What follows belongs to an exercise in optimizing a design on an open flow for small area, a short achievable clock period and few clock cycles per item; a production flow would make more cautious choices. The RTL was checked by simulation tests, not by an equivalence proof against the original design.

==> flow/design.v <==
module fpdiv (
    input  wire        clk,
    input  wire        rst,           
    input  wire        in_valid,
    output wire        in_ready,
    input  wire [31:0] in_a,          
    input  wire [31:0] in_b,          
    output reg         out_valid,
    output reg  [31:0] out_result
);
    localparam integer NS = 13;       
    reg        rdy_q;                 
    reg        busy_o;                
    reg        v0;
    reg        s0;                    
    reg  [7:0] ea0, eb0;
    reg [23:0] ma0, mb0;              
    reg        az0, bz0;              
    reg signed [5:0] c0;              
    assign in_ready = ~busy_o;
    wire in_az = (in_a[30:0] == 31'd0);
    wire in_bz = (in_b[30:0] == 31'd0);
    wire in_ha = (in_a[30:23] != 8'd0);
    wire in_hb = (in_b[30:23] != 8'd0);
    wire need_a = ~ma0[23] & ~az0;
    wire need_b = ~mb0[23] & ~bz0;
    always @(posedge clk) begin
        if (rdy_q) begin
            s0  <= in_a[31] ^ in_b[31];
            ea0 <= in_a[30:23];
            eb0 <= in_b[30:23];
            ma0 <= {in_ha, in_a[22:0]};
            mb0 <= {in_hb, in_b[22:0]};
            az0 <= in_az;
            bz0 <= in_bz;
            c0  <= 6'sd0;
        end else begin
            if (need_a) ma0 <= {ma0[22:0], 1'b0};
            if (need_b) mb0 <= {mb0[22:0], 1'b0};
            c0 <= c0 + (need_b ? 6'sd1 : 6'sd0) - (need_a ? 6'sd1 : 6'sd0);
        end
    end
    wire rdy_n = rdy_q ? (~in_valid | (in_ha | in_az) & (in_hb | in_bz))
                       : (~(need_a & ~ma0[22]) & ~(need_b & ~mb0[22]));
    always @(posedge clk) begin
        if (rst) begin
            rdy_q  <= 1'b1;
            busy_o <= 1'b0;
            v0    <= 1'b0;
        end else begin
            rdy_q  <= rdy_n;
            busy_o <= ~rdy_n;
            if (rdy_q) v0 <= in_valid;
        end
    end
    wire v0_go = v0 & rdy_q;
    wire a_nan = (ea0 == 8'hFF) & (ma0[22:0] != 23'd0);
    wire b_nan = (eb0 == 8'hFF) & (mb0[22:0] != 23'd0);
    wire a_inf = (ea0 == 8'hFF) & (ma0[22:0] == 23'd0);
    wire b_inf = (eb0 == 8'hFF) & (mb0[22:0] == 23'd0);
    reg [1:0] spc1;
    always @(*) begin
        if (a_nan | b_nan | (a_inf & b_inf) | (az0 & bz0)) spc1 = 2'd3;
        else if (a_inf | bz0)                               spc1 = 2'd2;
        else if (b_inf | az0)                               spc1 = 2'd1;
        else                                                spc1 = 2'd0;
    end
    wire        a_lt_b = (ma0 < mb0);
    wire [27:0] w0 = a_lt_b ? {2'b00, ma0, 2'b00} : {3'b000, ma0, 1'b0};
    wire signed [9:0] xa = (ea0 == 8'd0) ? 10'sd1 : $signed({2'b00, ea0});
    wire signed [9:0] xb = (eb0 == 8'd0) ? 10'sd1 : $signed({2'b00, eb0});
    wire signed [9:0] e_hi = xa - xb + {{4{c0[5]}}, c0} + 10'sd127;
    localparam signed [8:0] E_INF  = 9'sd255;
    localparam signed [8:0] E_ZERO = -9'sd24;
    localparam signed [8:0] E_NAN  = 9'h100;
    reg               v1, s1, lt1;
    reg  [1:0]        spc_1;
    reg signed [9:0]  eh1;
    wire signed [9:0] e2v   = eh1 - {9'd0, lt1};
    reg signed [8:0]  ex2;
    always @(*) begin
        case (spc_1)
            2'd3:    ex2 = E_NAN;
            2'd2:    ex2 = E_INF;
            2'd1:    ex2 = E_ZERO;
            default: begin
                if (e2v > 10'sd254)       ex2 = E_INF;
                else if (e2v < -10'sd23)  ex2 = E_ZERO;
                else                      ex2 = e2v[8:0];
            end
        endcase
    end
    localparam integer NP = NS + 2;
    reg [NP-1:0]      v_p;
    reg [NP-1:0]      s_p;
    reg [9*NP-1:0]    e_p;
    reg [23*NP-1:0]   b_p;
    reg [28*NP-1:0]   w_p;            
    reg [39*NP-1:0]   qd_p;           
    wire [28*NP-1:0] w_n;
    wire [3*NP-1:0]  qd_n;
    genvar g;
    generate
        for (g = 1; g <= NS; g = g + 1) begin : st
            wire [22:0] bf  = b_p[23*g +: 23];
            wire [25:0] b1  = {2'b01, bf, 1'b0};
            wire [25:0] b2  = {1'b1, bf, 2'b00};
            wire [27:0] w   = w_p[28*g +: 28];
            wire signed [5:0] est = w[27:22];
            reg  signed [5:0] m2, m1;
            always @(*) begin
                case (bf[22:20])
                    3'd0: begin m2 = 6'sd6;  m1 = 6'sd2; end
                    3'd1: begin m2 = 6'sd7;  m1 = 6'sd3; end
                    3'd2: begin m2 = 6'sd8;  m1 = 6'sd3; end
                    3'd3: begin m2 = 6'sd9;  m1 = 6'sd3; end
                    3'd4: begin m2 = 6'sd10; m1 = 6'sd4; end
                    3'd5: begin m2 = 6'sd10; m1 = 6'sd4; end
                    3'd6: begin m2 = 6'sd11; m1 = 6'sd4; end
                    default: begin m2 = 6'sd12; m1 = 6'sd5; end
                endcase
            end
            wire        p2  = (est >= m2);
            wire        p1  = (g == 1) ? ~p2 : (est >= m1) & ~p2;
            wire        n2  = (g == 1) ? 1'b0 : (est < -m2);
            wire        n1  = (g == 1) ? 1'b0 : (est < -m1) & ~n2;
            wire        one = p1 | n1;
            wire        two = p2 | n2;
            wire        pos = p1 | p2;
            wire [25:0] y   = ((({26{one}} & b1) | ({26{two}} & b2)) ^ {26{pos}});
            wire [25:0] t   = {w[25:1], pos} + y;
            assign w_n[28*g +: 28] = {t, 2'b00};
            assign qd_n[3*g +: 3]  = {n1 | n2, two, one};
        end
    endgenerate
    integer n;
    always @(posedge clk) begin
        if (rst) v_p <= {NP{1'b0}};
        else     v_p <= {v_p[NP-2:1], v0_go, 1'b0};
        s_p[1]         <= s0;
        spc_1          <= spc1;
        lt1            <= a_lt_b;
        eh1            <= e_hi;
        b_p[23 +: 23]  <= mb0[22:0];
        w_p[28 +: 28]  <= w0;
        qd_p[39 +: 39] <= 39'd0;
        e_p[18 +: 9]   <= ex2;
        for (n = 1; n <= NS; n = n + 1) begin
            s_p[n+1]              <= s_p[n];
            if (n >= 2) e_p[9*(n+1) +: 9] <= e_p[9*n +: 9];
            if (n < NS) b_p[23*(n+1) +: 23] <= b_p[23*n +: 23];
            w_p[28*(n+1) +: 28]   <= w_n[28*n +: 28];
            if (n < NS) qd_p[39*(n+1) +: 39] <= {qd_p[39*n +: 36], qd_n[3*n +: 3]};
        end
    end
    wire [35:0] ld  = qd_p[39*NS +: 36];
    reg  [23:0] lpos, lneg;
    integer j;
    always @(*) begin
        for (j = 0; j < 12; j = j + 1) begin
            lpos[2*j +: 2] = ld[3*j+2] ? 2'b00 : ld[3*j +: 2];
            lneg[2*j +: 2] = ld[3*j+2] ? ld[3*j +: 2] : 2'b00;
        end
    end
    wire [24:0] qa_n = {1'b0, lpos} - {1'b0, lneg};
    reg  [24:0] qa_f;                 
    reg  [2:0]  qd_f;                 
    always @(posedge clk) begin
        qa_f <= qa_n;
        qd_f <= qd_n[3*NS +: 3];
    end
    wire [27:0] fw  = w_p[28*(NS+1) +: 28];           
    wire        neg = fw[27];
    wire        z0  = (fw == 28'd0);
    wire signed [3:0] dl  = qd_f[2] ? -$signed({2'b00, qd_f[1:0]}) : $signed({2'b00, qd_f[1:0]});
    wire signed [3:0] tl  = dl - {3'b000, neg};
    wire [24:0]       qam = qa_f - 25'd1;
    wire [23:0]       qv  = {(tl[3] ? qam[21:0] : qa_f[21:0]), tl[1:0]};
    wire signed [8:0] ep  = e_p[9*(NS+1) +: 9];
    wire        subn_p = ep[8] | (ep[7:0] == 8'd0);
    reg         v_e, s_e, stk_e, nan_e, inf_e;
    reg  [7:0]  e8_e;
    reg  [4:0]  sh_e;
    reg  [23:0] q_e;
    always @(posedge clk) begin
        if (rst) v_e <= 1'b0;
        else     v_e <= v_p[NS+1];
        s_e    <= s_p[NS+1];
        nan_e  <= ep[8] & ~ep[7];
        inf_e  <= (ep == E_INF);
        e8_e   <= subn_p ? 8'd0 : ep[7:0];
        sh_e   <= subn_p ? 5'd1 - ep[4:0] : 5'd0;    
        q_e    <= qv;                                  
        stk_e  <= ~z0;
    end
    wire [24:0] x    = {1'b1, q_e};
    wire [49:0] xs   = {x, 25'd0} >> sh_e;
    wire [23:0] m    = xs[49:26];
    wire        gb   = xs[25];
    wire [24:0] lost = ~({25{1'b1}} << sh_e);
    wire        stk  = stk_e | ((x & lost) != 25'd0);
    wire        rnd  = gb & (stk | m[0]);
    wire [30:0] pk   = {e8_e, m[22:0]} + {30'd0, rnd};
    reg  [31:0] res;
    always @(*) begin
        if (nan_e)      res = 32'h7FC00000;
        else if (inf_e) res = {s_e, 8'hFF, 23'd0};
        else            res = {s_e, pk};
    end
    always @(posedge clk) begin
        if (rst) out_valid <= 1'b0;
        else     out_valid <= v_e;
        out_result <= res;
    end
endmodule
==> flow/config.mk <==
export PLATFORM = sky130hd
export DESIGN_NAME = fpdiv
export DESIGN_NICKNAME = fpdiv
export VERILOG_FILES = /design/flow/design.v
export SDC_FILE = /design/flow/constraint.sdc
export NUM_CORES = 4
export LEC_CHECK = 0
export CAP_MARGIN = 20
export CORE_MARGIN = 2
export CORE_UTILIZATION = 55
export CTS_CLUSTER_DIAMETER = 120
export CTS_CLUSTER_SIZE = 27
export SLEW_MARGIN = 20
==> flow/constraint.sdc <==
create_clock -name core_clock -period 10.0 [get_ports {clk}]
set_input_delay 2.0000 -clock core_clock [delete_from_list [all_inputs] [get_ports {clk}]]
set_output_delay 2.0000 -clock core_clock [all_outputs]
set_load 0.01 [all_outputs]
standard.sh (not shown) runs the stock make flow with config.mk's settings and CLKGATE_MAP_FILE= SYNTH_SCRIPT=/design/flow/synth_recipe.tcl, a recipe that flattens the netlist after the stock synthesis.
==> flow/flow/run.sh <==
#!/bin/bash
# The standard layout with two changes to how synthesis maps the logic and
# with timing repair aimed at a setup margin of 6.7 ns:
#  - yosys's full-adder extraction (ADDER_MAP_FILE) is turned off, and
#  - abc maps with flow/abc_map.script instead of ORFS's abc script.
# The synthesis is otherwise the standard flow's own (synth_recipe.tcl): same passes,
# same flattening and renaming, so the registers are the standard ones.
# All output goes to standard_flow.log here; ORFS keeps each step's own log
# under orfs/logs.
set -euo pipefail
here=$(pwd)
cat > "$here/own_synth.tcl" <<TCL
proc abc {args} {
  set i [lsearch -exact \$args -script]
  if {\$i >= 0} { lset args [expr {\$i + 1}] $here/flow/abc_map.script }
  yosys abc {*}\$args
}
source $here/synth_recipe.tcl
TCL
bash standard.sh ADDER_MAP_FILE= SYNTH_SCRIPT="$here/own_synth.tcl" SETUP_SLACK_MARGIN=6.7 TNS_END_PERCENT=100 finish > standard_flow.log 2>&1
==> flow/flow/abc_map.script <==
strash
dch
map -a
topo
stime -c
buffer -c
The starting point ran to the end with no violations.
Testbench counts at the start, summed over its fixed seeds: cycles 8,136, items 8,000.
==> next run, changes <==
==> flow/flow/run.sh (replaced) <==
#!/bin/bash
# The standard layout, with the full adders left to abc (yosys's full-adder
# extraction, ADDER_MAP_FILE, is turned off) and timing repair aimed at a
# setup margin of 6.7 ns. All output goes to standard_flow.log here; ORFS
# keeps each step's own log under orfs/logs.
set -euo pipefail
bash standard.sh ADDER_MAP_FILE= SETUP_SLACK_MARGIN=6.7 TNS_END_PERCENT=100 finish > standard_flow.log 2>&1
ABC_AREA = 1   (was not set)
CORE_UTILIZATION = 70   (was 55)
removed: flow/flow/abc_map.script
The changed run finished with timing, DRC and antenna clean; setup slack improves by 2.4 ns; count of clock-buffer cells in the layout went down by 5; die area decreases by 6.3%; design area decreases by about 5%; clock skew increases by 0.018 ns; hold slack loses 0.012 ns; global-route usage came out higher by 9.4 points; routed wire length rose by 19%; synthesized area rose by 19%; utilization climbs by 1.3 points.
==> next run, changes <==
==> flow/flow/run.sh (replaced) <==
#!/bin/bash
# The standard layout with two changes to how synthesis maps the logic and
# with timing repair aimed at a setup margin of 6.7 ns:
#  - yosys's full-adder extraction (ADDER_MAP_FILE) is turned off, and
#  - abc maps with flow/abc_map.script instead of ORFS's abc script.
# The synthesis is otherwise the standard flow's own (synth_recipe.tcl): same passes,
# same flattening and renaming, so the registers are the standard ones.
# All output goes to standard_flow.log here; ORFS keeps each step's own log
# under orfs/logs.
set -euo pipefail
here=$(pwd)
cat > "$here/own_synth.tcl" <<TCL
proc abc {args} {
  set i [lsearch -exact \$args -script]
  if {\$i >= 0} { lset args [expr {\$i + 1}] $here/flow/abc_map.script }
  yosys abc {*}\$args
}
source $here/synth_recipe.tcl
TCL
bash standard.sh ADDER_MAP_FILE= SYNTH_SCRIPT="$here/own_synth.tcl" SETUP_SLACK_MARGIN=6.7 TNS_END_PERCENT=100 finish > standard_flow.log 2>&1
==> flow/flow/abc_map.script (new file) <==
strash
dch
map -B 0.9
topo
stime -c
buffer -c
dnsize -c
ABC_AREA = not set   (was 1)
CORE_UTILIZATION = 55   (was 70)
Outcome:
- worst hold slack is better by 0.011 ns
- cell count rises by 2.8%
- synthesized cell count is unchanged
- non-clock buffer count rises by 45
- worst setup slack is worse by 0.0057 ns
- core utilization falls by 15 points
- wire length rises by 0.75%
- global-route usage falls by 7.5 points
- clock skew falls by 0.0098 ns
==> next run, changes <==
==> flow/flow/run.sh (replaced) <==
#!/bin/bash
# The standard layout, with the full adders left to abc (yosys's full-adder
# extraction, ADDER_MAP_FILE, is turned off) and timing repair aimed at a
# setup margin of 6.85 ns. All output goes to standard_flow.log here; ORFS
# keeps each step's own log under orfs/logs.
set -euo pipefail
bash standard.sh ADDER_MAP_FILE= SETUP_SLACK_MARGIN=6.85 TNS_END_PERCENT=100 finish > standard_flow.log 2>&1
ABC_AREA = 1   (was not set)
removed: flow/flow/abc_map.script
Effect: Non-clock buffer count grows by 42. Global-route usage stays flat. Worst hold slack stays flat. Routed wire length grows slightly. Area after synthesis grows slightly. Worst setup slack improved by 0.11 ns. Cell area grows by a few percent. Utilization grows by 0.82 points.

## static timing again, ports no longer ideal
The results above use ideal ports. As a check the final layouts listed here were re-extracted and re-timed, cells and wires unchanged. Step 1, drivers: a clkbuf_16 drives clk and a buf_2 each remaining input, both assumed. Step 2 adds t to the input delays and takes it off the output delays; t is the mean of the earliest and latest rising clock arrival at the registers after step 1. Input paths then give back, and output paths get back, about the clock's delay inside the block. Three values: no drivers, after step 1, after step 2; two values: the first two.
run	t, ns	setup slack, ns	cell pins on the clock port's net
the first run	0.755	4.283 / 4.283 / 4.283	1
the second run	0.769	6.707 / 6.642 / 6.089	1
the third run	0.774	6.702 / 6.667 / 5.978	1
the fourth run	0.782	6.812 / 6.737 / 6.141	1
After both steps setup and hold are still met in every run listed. The setup slack of the third run, which loses most, moves by -0.035 ns with the drivers and by -0.724 ns with both steps.
